What follows belongs to an exercise in optimizing a design on an open flow for small area, a short achievable clock period and few clock cycles; a production flow would make more cautious choices.
The RTL was checked by simulation tests, not by an equivalence proof against the original design.
No activity file was given, so power comes from the tool's default toggle rates.

===== run.sh =====
#!/bin/bash
# synth_recipe.tcl (not shown) runs the flow's synth.tcl, then flattens the netlist and writes it again
# the make line also repeats each setting of config.mk as NAME=value (left out here)
make -C /OpenROAD-flow-scripts/flow DESIGN_CONFIG=/design/flow/config.mk WORK_HOME=/design/flow/orfs CLKGATE_MAP_FILE= SYNTH_SCRIPT=/design/flow/synth_recipe.tcl finish

===== config.mk =====
export PLATFORM = sky130hd
export DESIGN_NAME = mav_parser
export DESIGN_NICKNAME = mav_parser
export VERILOG_FILES = /design/flow/design.v
export SDC_FILE = /design/flow/constraint.sdc
export NUM_CORES = 4
export LEC_CHECK = 0
export CAP_MARGIN = 20
export CELL_PAD_IN_SITES_DETAIL_PLACEMENT = 2
export CELL_PAD_IN_SITES_GLOBAL_PLACEMENT = 2
export CORE_MARGIN = 2
export CORE_UTILIZATION = 22
export PLACE_DENSITY = 0.35
export SLEW_MARGIN = 20

===== constraint.sdc =====
create_clock -name core_clock -period 14.0 [get_ports {clk}]
set_input_delay 2.8000 -clock core_clock [delete_from_list [all_inputs] [get_ports {clk}]]
set_output_delay 2.8000 -clock core_clock [all_outputs]
set_load 0.01 [all_outputs]

===== design.v =====
`timescale 1ns/1ps
module mav_parser (
    input  wire        clk,
    input  wire        rst,           
    input  wire        in_we,
    input  wire [6:0]  in_waddr,
    input  wire [31:0] in_wdata,
    input  wire        cat_we,
    input  wire [2:0]  cat_waddr,
    input  wire [49:0] cat_wdata,
    input  wire        cmd_valid,
    input  wire        cmd_stream,    
    input  wire [15:0] cmd_n,
    output wire        busy,
    output reg         done,
    output reg  [7:0]  err,
    output reg  [15:0] res_start,
    output reg  [15:0] res_end,
    output reg  [15:0] consumed,
    output reg  [15:0] examined,
    output reg         frm_valid,
    output reg         frm_ver,
    output reg         frm_hassig,
    output reg  [7:0]  frm_len,
    output reg  [7:0]  frm_seq,
    output reg  [7:0]  frm_sysid,
    output reg  [7:0]  frm_compid,
    output reg  [7:0]  frm_incompat,
    output reg  [7:0]  frm_compat,
    output reg  [23:0] frm_msgid,
    output reg  [15:0] frm_cksum,
    input  wire [8:0]  rd_addr,
    output wire [7:0]  rd_data
);
    localparam IN_CAP = 320;
    localparam NCAT   = 8;
    localparam E_NONE      = 8'd0;
    localparam E_NOMARKER  = 8'd6;
    localparam E_SHORT     = 8'd7;
    localparam E_NOTFOUND  = 8'd9;
    localparam E_EXCLUDED  = 8'd10;
    localparam E_BADLEN    = 8'd11;
    localparam E_BADCRC    = 8'd13;
    localparam E_SIGLEN    = 8'd14;
    localparam E_NEEDMORE  = 8'd16;
    localparam E_ILLEGAL   = 8'd17;
    function [15:0] crc_acc;
        input [7:0]  b;
        input [15:0] crc;
        reg   [7:0]  ch;
        begin
            ch = b ^ crc[7:0];
            ch = ch ^ {ch[3:0], 4'b0};
            crc_acc = {8'h00, crc[15:8]} ^ {ch, 8'h00} ^ {5'b0, ch, 3'b0} ^ {12'h000, ch[7:4]};
        end
    endfunction
    reg [7:0] mem [0:IN_CAP-1];
    integer k;
    always @(posedge clk) begin
        if (in_we) begin
            for (k = 0; k < 4; k = k + 1)
                if ({in_waddr, 2'b00} + k[8:0] < IN_CAP)
                    mem[{in_waddr, 2'b00} + k[8:0]] <= in_wdata[8*k +: 8];
        end
    end
    reg        cat_used [0:NCAT-1];
    reg        cat_incl [0:NCAT-1];
    reg [23:0] cat_id   [0:NCAT-1];
    reg [7:0]  cat_crcx [0:NCAT-1];
    reg [7:0]  cat_base [0:NCAT-1];
    reg [7:0]  cat_max  [0:NCAT-1];
    integer c;
    always @(posedge clk) begin
        if (rst) begin
            for (c = 0; c < NCAT; c = c + 1) begin
                cat_used[c] <= 1'b0;
                cat_incl[c] <= 1'b0;
                cat_id[c]   <= 24'd0;
                cat_crcx[c] <= 8'd0;
                cat_base[c] <= 8'd0;
                cat_max[c]  <= 8'd0;
            end
        end else if (cat_we) begin
            cat_used[cat_waddr] <= cat_wdata[49];
            cat_incl[cat_waddr] <= cat_wdata[48];
            cat_id[cat_waddr]   <= cat_wdata[47:24];
            cat_crcx[cat_waddr] <= cat_wdata[23:16];
            cat_base[cat_waddr] <= cat_wdata[15:8];
            cat_max[cat_waddr]  <= cat_wdata[7:0];
        end
    end
    localparam S_IDLE = 2'd0;
    localparam S_SCAN = 2'd1;
    localparam S_CAND = 2'd2;
    localparam S_CHK  = 2'd3;
    reg [1:0]  state;
    reg        stream;
    reg [15:0] n;
    reg [15:0] pos;        
    reg [15:0] cand;       
    reg [8:0]  off;        
    reg [7:0]  last;       
    reg        c_v2;
    reg [7:0]  c_len, c_seq, c_sys, c_comp, c_incompat, c_compat;
    reg [23:0] c_id;
    reg [15:0] c_crc;
    reg [15:0] c_ck;
    reg [2:0]  c_ent;
    assign busy = (state != S_IDLE);
    wire [15:0] hdr_len = c_v2 ? 16'd10 : 16'd6;
    wire [15:0] avail   = n - cand;                        
    wire [15:0] rd_idx  = (state == S_SCAN) ? pos : cand + {7'd0, off};
    wire [7:0]  byte_in = (rd_idx < IN_CAP) ? mem[rd_idx[8:0]] : 8'h00;
    reg        lk_hit;
    reg [2:0]  lk_ent;
    integer    e;
    always @(*) begin
        lk_hit = 1'b0;
        lk_ent = 3'd0;
        for (e = NCAT - 1; e >= 0; e = e - 1)
            if (cat_used[e] && cat_id[e] == c_id) begin
                lk_hit = 1'b1;
                lk_ent = e[2:0];
            end
    end
    wire [7:0]  lk_limit  = c_v2 ? cat_max[lk_ent] : cat_base[lk_ent];
    wire [15:0] pay_end   = hdr_len + {8'd0, c_len};         
    wire [15:0] frame_end = cand + pay_end + 16'd2;
    wire        signed_v2 = c_v2 & c_incompat[0];
    task fail_cand;
        input [7:0] r;
        begin
            last  <= r;
            pos   <= cand + 16'd1;
            state <= S_SCAN;
        end
    endtask
    task finish;
        input [7:0] r;
        begin
            err   <= r;
            done  <= 1'b1;
            state <= S_IDLE;
        end
    endtask
    always @(posedge clk) begin
        if (rst) begin
            state        <= S_IDLE;
            done         <= 1'b0;
            err          <= 8'd0;
            res_start    <= 16'd0;
            res_end      <= 16'd0;
            consumed     <= 16'd0;
            examined     <= 16'd0;
            frm_valid    <= 1'b0;
            frm_ver      <= 1'b0;
            frm_hassig   <= 1'b0;
            frm_len      <= 8'd0;
            frm_seq      <= 8'd0;
            frm_sysid    <= 8'd0;
            frm_compid   <= 8'd0;
            frm_incompat <= 8'd0;
            frm_compat   <= 8'd0;
            frm_msgid    <= 24'd0;
            frm_cksum    <= 16'd0;
            stream       <= 1'b0;
            n            <= 16'd0;
            pos          <= 16'd0;
            cand         <= 16'd0;
            off          <= 9'd0;
            last         <= 8'd0;
            c_v2         <= 1'b0;
            c_len        <= 8'd0;
            c_seq        <= 8'd0;
            c_sys        <= 8'd0;
            c_comp       <= 8'd0;
            c_incompat   <= 8'd0;
            c_compat     <= 8'd0;
            c_id         <= 24'd0;
            c_crc        <= 16'hFFFF;
            c_ck         <= 16'd0;
            c_ent        <= 3'd0;
        end else begin
            done <= 1'b0;
            case (state)
            S_IDLE: begin
                if (cmd_valid) begin
                    if (cmd_n > IN_CAP) begin
                        err  <= E_ILLEGAL;
                        done <= 1'b1;
                    end else begin
                        stream       <= cmd_stream;
                        n            <= cmd_n;
                        pos          <= 16'd0;
                        last         <= 8'd0;
                        frm_valid    <= 1'b0;
                        frm_ver      <= 1'b0;
                        frm_hassig   <= 1'b0;
                        frm_len      <= 8'd0;
                        frm_seq      <= 8'd0;
                        frm_sysid    <= 8'd0;
                        frm_compid   <= 8'd0;
                        frm_incompat <= 8'd0;
                        frm_compat   <= 8'd0;
                        frm_msgid    <= 24'd0;
                        frm_cksum    <= 16'd0;
                        state        <= S_SCAN;
                    end
                end
            end
            S_SCAN: begin
                if (pos >= n) begin
                    if (stream) begin
                        consumed <= n;
                        examined <= n;
                    end
                    finish((last != 8'd0) ? last : E_NOMARKER);
                end else if (byte_in == 8'hFE || byte_in == 8'hFD) begin
                    cand       <= pos;
                    c_v2       <= (byte_in == 8'hFD);
                    c_incompat <= 8'd0;
                    c_compat   <= 8'd0;
                    c_crc      <= 16'hFFFF;
                    off        <= 9'd1;
                    if (n - pos < ((byte_in == 8'hFD) ? 16'd12 : 16'd8)) begin
                        if (stream) begin
                            consumed <= pos;
                            examined <= n;
                            finish(E_NEEDMORE);
                        end else begin
                            last <= E_SHORT;
                            pos  <= pos + 16'd1;
                        end
                    end else begin
                        state <= S_CAND;
                    end
                end else begin
                    pos <= pos + 16'd1;
                end
            end
            S_CAND: begin
                if (off == 9'd1) begin
                    c_len <= byte_in;
                    c_crc <= crc_acc(byte_in, c_crc);
                    off   <= off + 9'd1;
                    if (avail < hdr_len + {8'd0, byte_in} + 16'd2) begin
                        if (stream) begin
                            consumed <= cand;
                            examined <= n;
                            finish(E_NEEDMORE);
                        end else begin
                            fail_cand(E_SHORT);
                        end
                    end
                end else if ({7'd0, off} < hdr_len) begin
                    c_crc <= crc_acc(byte_in, c_crc);
                    off   <= off + 9'd1;
                    if (c_v2) begin
                        case (off)
                        9'd2: c_incompat   <= byte_in;
                        9'd3: c_compat     <= byte_in;
                        9'd4: c_seq        <= byte_in;
                        9'd5: c_sys        <= byte_in;
                        9'd6: c_comp       <= byte_in;
                        9'd7: c_id[7:0]    <= byte_in;
                        9'd8: c_id[15:8]   <= byte_in;
                        default: c_id[23:16] <= byte_in;
                        endcase
                    end else begin
                        case (off)
                        9'd2: c_seq  <= byte_in;
                        9'd3: c_sys  <= byte_in;
                        9'd4: c_comp <= byte_in;
                        default: c_id <= {16'd0, byte_in};
                        endcase
                    end
                end else begin
                    if ({7'd0, off} == hdr_len) begin
                        c_ent <= lk_ent;
                    end
                    if ({7'd0, off} == hdr_len && !lk_hit) begin
                        fail_cand(E_NOTFOUND);
                    end else if ({7'd0, off} == hdr_len && !cat_incl[lk_ent]) begin
                        fail_cand(E_EXCLUDED);
                    end else if ({7'd0, off} == hdr_len && c_len > lk_limit) begin
                        fail_cand(E_BADLEN);
                    end else if ({7'd0, off} < pay_end) begin
                        c_crc <= crc_acc(byte_in, c_crc);
                        off   <= off + 9'd1;
                    end else if ({7'd0, off} == pay_end) begin
                        c_ck[7:0] <= byte_in;
                        off       <= off + 9'd1;
                    end else begin
                        c_ck[15:8] <= byte_in;
                        state      <= S_CHK;
                    end
                end
            end
            S_CHK: begin
                if (crc_acc(cat_crcx[c_ent], c_crc) != c_ck) begin
                    fail_cand(E_BADCRC);
                end else if (signed_v2 && (n - frame_end < 16'd13)) begin
                    if (stream) begin
                        consumed <= cand;
                        examined <= n;
                        finish(E_NEEDMORE);
                    end else begin
                        fail_cand(E_SIGLEN);
                    end
                end else begin
                    frm_valid    <= 1'b1;
                    frm_ver      <= c_v2;
                    frm_hassig   <= signed_v2;
                    frm_len      <= c_len;
                    frm_seq      <= c_seq;
                    frm_sysid    <= c_sys;
                    frm_compid   <= c_comp;
                    frm_incompat <= c_incompat;
                    frm_compat   <= c_compat;
                    frm_msgid    <= c_id;
                    frm_cksum    <= c_ck;
                    res_start    <= cand;
                    res_end      <= signed_v2 ? frame_end + 16'd13 : frame_end;
                    if (stream) begin
                        consumed <= signed_v2 ? frame_end + 16'd13 : frame_end;
                        examined <= signed_v2 ? frame_end + 16'd13 : frame_end;
                    end
                    finish(E_NONE);
                end
            end
            endcase
        end
    end
    wire [15:0] rd_base  = res_start + (frm_ver ? 16'd10 : 16'd6);
    wire        rd_pay   = (rd_addr < 9'd255) && frm_valid && (rd_addr[7:0] < frm_len);
    wire        rd_sig   = (rd_addr >= 9'd256) && (rd_addr < 9'd269) && frm_valid && frm_hassig;
    wire [15:0] rd_idx2  = rd_pay ? rd_base + {7'd0, rd_addr}
                                  : rd_base + {8'd0, frm_len} + 16'd2 + {7'd0, rd_addr} - 16'd256;
    wire [7:0]  rd_byte  = (rd_idx2 < IN_CAP) ? mem[rd_idx2[8:0]] : 8'h00;
    assign rd_data = (rd_pay || rd_sig) ? rd_byte : 8'h00;
endmodule

==> summary.txt <==
## power by group
part / internal, mW / switching (mW) / total (mW)
combinational: 1.22 / 3.78 / 5.00
clock: 7.07 / 5.09 / 12.2
sequential: 10.8 / 0.0436 / 10.9
## synthesized netlist by cell type (343+ instances only)
cell	n	share of area, %
nor2_1	1242	2.7
and2_1	435	1.6
mux2i_1	544	3.1
nand3_1	474	1.4
edfxtp_1	2960	51
o21ai_0	1347	3.9
buf_2	435	1.2
o211ai_1	436	1.9
clkbuf_1	678	1.5
nand2_1	1422	3.1
a21oi_1	714	2.0
dfxtp_1	343	3.9
mux4_2	516	6.6
## worst paths after layout
check,startpoint,end,cells after the start
worst min-delay path,res_end[11],res_end[11],2
worst min register to register,res_end[11],res_end[11],2
worst max-delay path,rd_addr[0],rd_data[5],20
worst max register to register,state[1],pos[2],38
## sequential cells by signal (all words and copies together) (netlist names), 24 cells and up, named ones only
register / flops
cat_id: 192
cat_base: 64
mem: 2560
cat_max: 64
c_id: 24
frm_msgid: 24
cat_crcx: 64
## worst register-to-register path, delay by kind of cell, from the launching register on
family | cells | cell delay, ps
AO/OA/AOI/OAI | 13 | 3130
XOR/XNOR | 1 | 490
adder cells (fa/ha/maj) | 4 | 1700
buffers and inverters | 8 | 3450
flip-flops | 1 | 350
multiplexers | 1 | 840
AND/OR/NAND/NOR | 11 | 2260
## final cells by class
class	instances	area, µm²	area share [%]
inverters	189	746	0.353
flip-flops and latches	3303	95800	45.4
multi-input cells	10600	74600	35.3
diodes	85	213	0.101
clock inverters	274	2800	1.33
repair buffers	1240	11500	5.47
clock buffers	564	12200	5.78
well taps	10500	13200	6.24
## metal layers
| layer | vias to the layer above | routed length, µm |
|---|---|---|
| met2 | 6210 | 563000 |
| met4 | 44 | 57600 |
| met3 | 1653 | 70100 |
| li1 | 60100 | - |
| met5 | - | 313 |
| met1 | 83500 | 541000 |
## cell families (layout without fill, tap and decap cells)
group,Yosys count,in the layout
buffers and inverters,1485,2267
DFF,3303,3303
muxes,1113,1113
and+or+nand+nor,4600,4600
other,0,85
adders and majority gates,172,172
xor gates and xnor gates,371,371
AOI/OAI and AO/OA,4339,4339
==> impl_metrics.env <==
export IMPL_grt_util_met1_pct=40.4
export IMPL_crit_arrival_ps=10490
export IMPL_fp_dieH_um=896
export IMPL_ys_seq_area_share_pct=54.7
export IMPL_synth_fa_ha_area_share_pct=1.30
export IMPL_end_kind="output pin"
export IMPL_first_global_vias=158000
export IMPL_dr_pass1_iters=5
export IMPL_start_kind="input port"
export IMPL_cp_top_family="compound AO/OA/AOI/OAI gates"
export IMPL_syn_inst=15400
export IMPL_crit_fanout=26
export IMPL_start_util_pct=22.1
export IMPL_rrSetupSlack_ps=1660
export IMPL_viasPerCell=5.66
export IMPL_setup_viol=0
export IMPL_htree_levels=5
export IMPL_cap_violations=0
export IMPL_clock_skew_final_ps=77.1
export IMPL_cts_root_buf="clkbuf_16"
export IMPL_cp_slowest_cell="o21ai_0"
export IMPL_met3_usage_pct=3.93
export IMPL_via_count=152000
export IMPL_grt_ovfl_total=0
export IMPL_nets=16100
export IMPL_postCtsHoldBufs=0
export IMPL_dieArea_mm2=0.802
export IMPL_cp_required_ps=11200
export IMPL_tightest_slew_ps=1310
export IMPL_final_common_cell="edfxtp_1"
export IMPL_gp_congestion=0.844
export IMPL_drive_above_1_share_pct=16.2
export IMPL_wirelength_um=1230000
export IMPL_async_flop_share_pct=0
export IMPL_path_common_cell="buf_4"
export IMPL_cts_buffers=455
export IMPL_hold_viol=0
export IMPL_synth_distinct_cells=113
export IMPL_grt_pass1_wl_um=1600000
export IMPL_core_mm2=0.793
export IMPL_n_fill_cell=85100
export IMPL_cts_sinks=3303
export IMPL_synth_edf_count=2960
export IMPL_slowest_delay_ps=800
export IMPL_die_w_um=896
export IMPL_p_leak_nw=68.1
export IMPL_finalCriticalPeriod_ps=13290
export IMPL_dpl_cell_area_mm2=0.196
export IMPL_drcViolationCount=0
export IMPL_synth_compound_area_share_pct=16.1
export IMPL_fin_cells=26800
export IMPL_dp_cells=25900
export IMPL_dp_slack_ps=787
export IMPL_yosys_register_bits=3303
export IMPL_final_cell_mix="edfxtp_1, nand2_1, o21ai_0"
export IMPL_clk_path_buf_depth=4
export IMPL_cp_cell_sequence="clkdlybuf4s50_1 > fa_1 > inv_1 > ha_1 > or2_2 > fa_1 > a21o_1 > a21oi_1 > xnor2_1 > mux2_8 > buf_4 > nand2_1 > a311oi_1 > a221oi_1 > o21ai_0 > a32oi_1 > buf_4 > a311oi_2 > buf_4 > buf_12"
export IMPL_grt_max_degree=94
export IMPL_cts_setup_buffers=0
export IMPL_synth_nets=15700
export IMPL_grt_busiest_layer="met2"
export IMPL_synth_top_family_by_area="compound AO/OA/AOI/OAI gates"
export IMPL_power_mw=28.0
export IMPL_cts_tree="done"
export IMPL_clk_latency_ps=1120
export IMPL_clk_pin_slew_ps=60
export IMPL_io_buffers=295
export IMPL_synthFlopType="edfxtp_1"
export IMPL_yosys_warnings=1
export IMPL_routedWlPerCell_um=46.0
export IMPL_hpwl_um=826000
export IMPL_io_pins=296
export IMPL_finalSetupTns_ps=0
export IMPL_synth_area_mm2=0.175
export IMPL_drt_first_iter_violations=16400
export IMPL_path_buf_inv=6
export IMPL_hold_ws_ps=455
export IMPL_fin_ws_ps=708
export IMPL_slew_violations=0
export IMPL_rsz0062_at_grt="false"
export IMPL_cts_resized=0
export IMPL_finalCritPeriodShare_pct=94.9
export IMPL_crit_type="in -> out"
export IMPL_postRouteAntennaNets=0
export IMPL_antenna_found_initial=229
export IMPL_placement_rows=327
export IMPL_hp_class="reg -> reg"
export IMPL_slew_headroom_pct=12.5
export IMPL_grt_use_total_pct=29.7
export IMPL_synthMuxAreaShare_pct=10.1
export IMPL_synth_simple_area_share_pct=12.3
export IMPL_syn_to_final_growth_pct=20.6
export IMPL_status="complete, no violations"
export IMPL_ir_drop_mv=0.106
export IMPL_fin_area_mm2=0.211
export IMPL_syn_area_per_cell_um2=11.4
export IMPL_fmax_ghz=0.0752
export IMPL_grtUsageMet2_pct=47.8
export IMPL_final_core_util_pct=26.6
export IMPL_synth_xor_area_share_pct=1.86
export IMPL_power_density_mw_per_mm2=133
Testbench counts, summed over its fixed seeds: cycles 265,067.

[afterwards: timing with drivers on the ports]
Ports are ideal in the flow. The routed layout listed here was re-timed in OpenROAD.
Step 1 sets driving cells, clkbuf_16 on the clock port and buf_2 on the other inputs (assumed; they add their load-dependent delay and slew).
Step 2, shift: input delay + t, output delay - t, t = (earliest + latest rising clock arrival at the registers) / 2. This alone moves slack from input paths to output paths.
Three values: ideal ports, drivers, drivers and shift; two values: the first two.
t (ns): 1.232
setup WS [ns]: 0.708 / 0.683 / 0.683
clock arrival spread, ns: 0.078 / 0.079
slew at the worst register clock pin (ns): 0.07 / 0.07
worst data-port slew with drivers (ns): 0.22
After both steps setup and hold are still met in this run. The setup slack of this run moves by -0.025 ns with the drivers and by -0.025 ns with both steps.
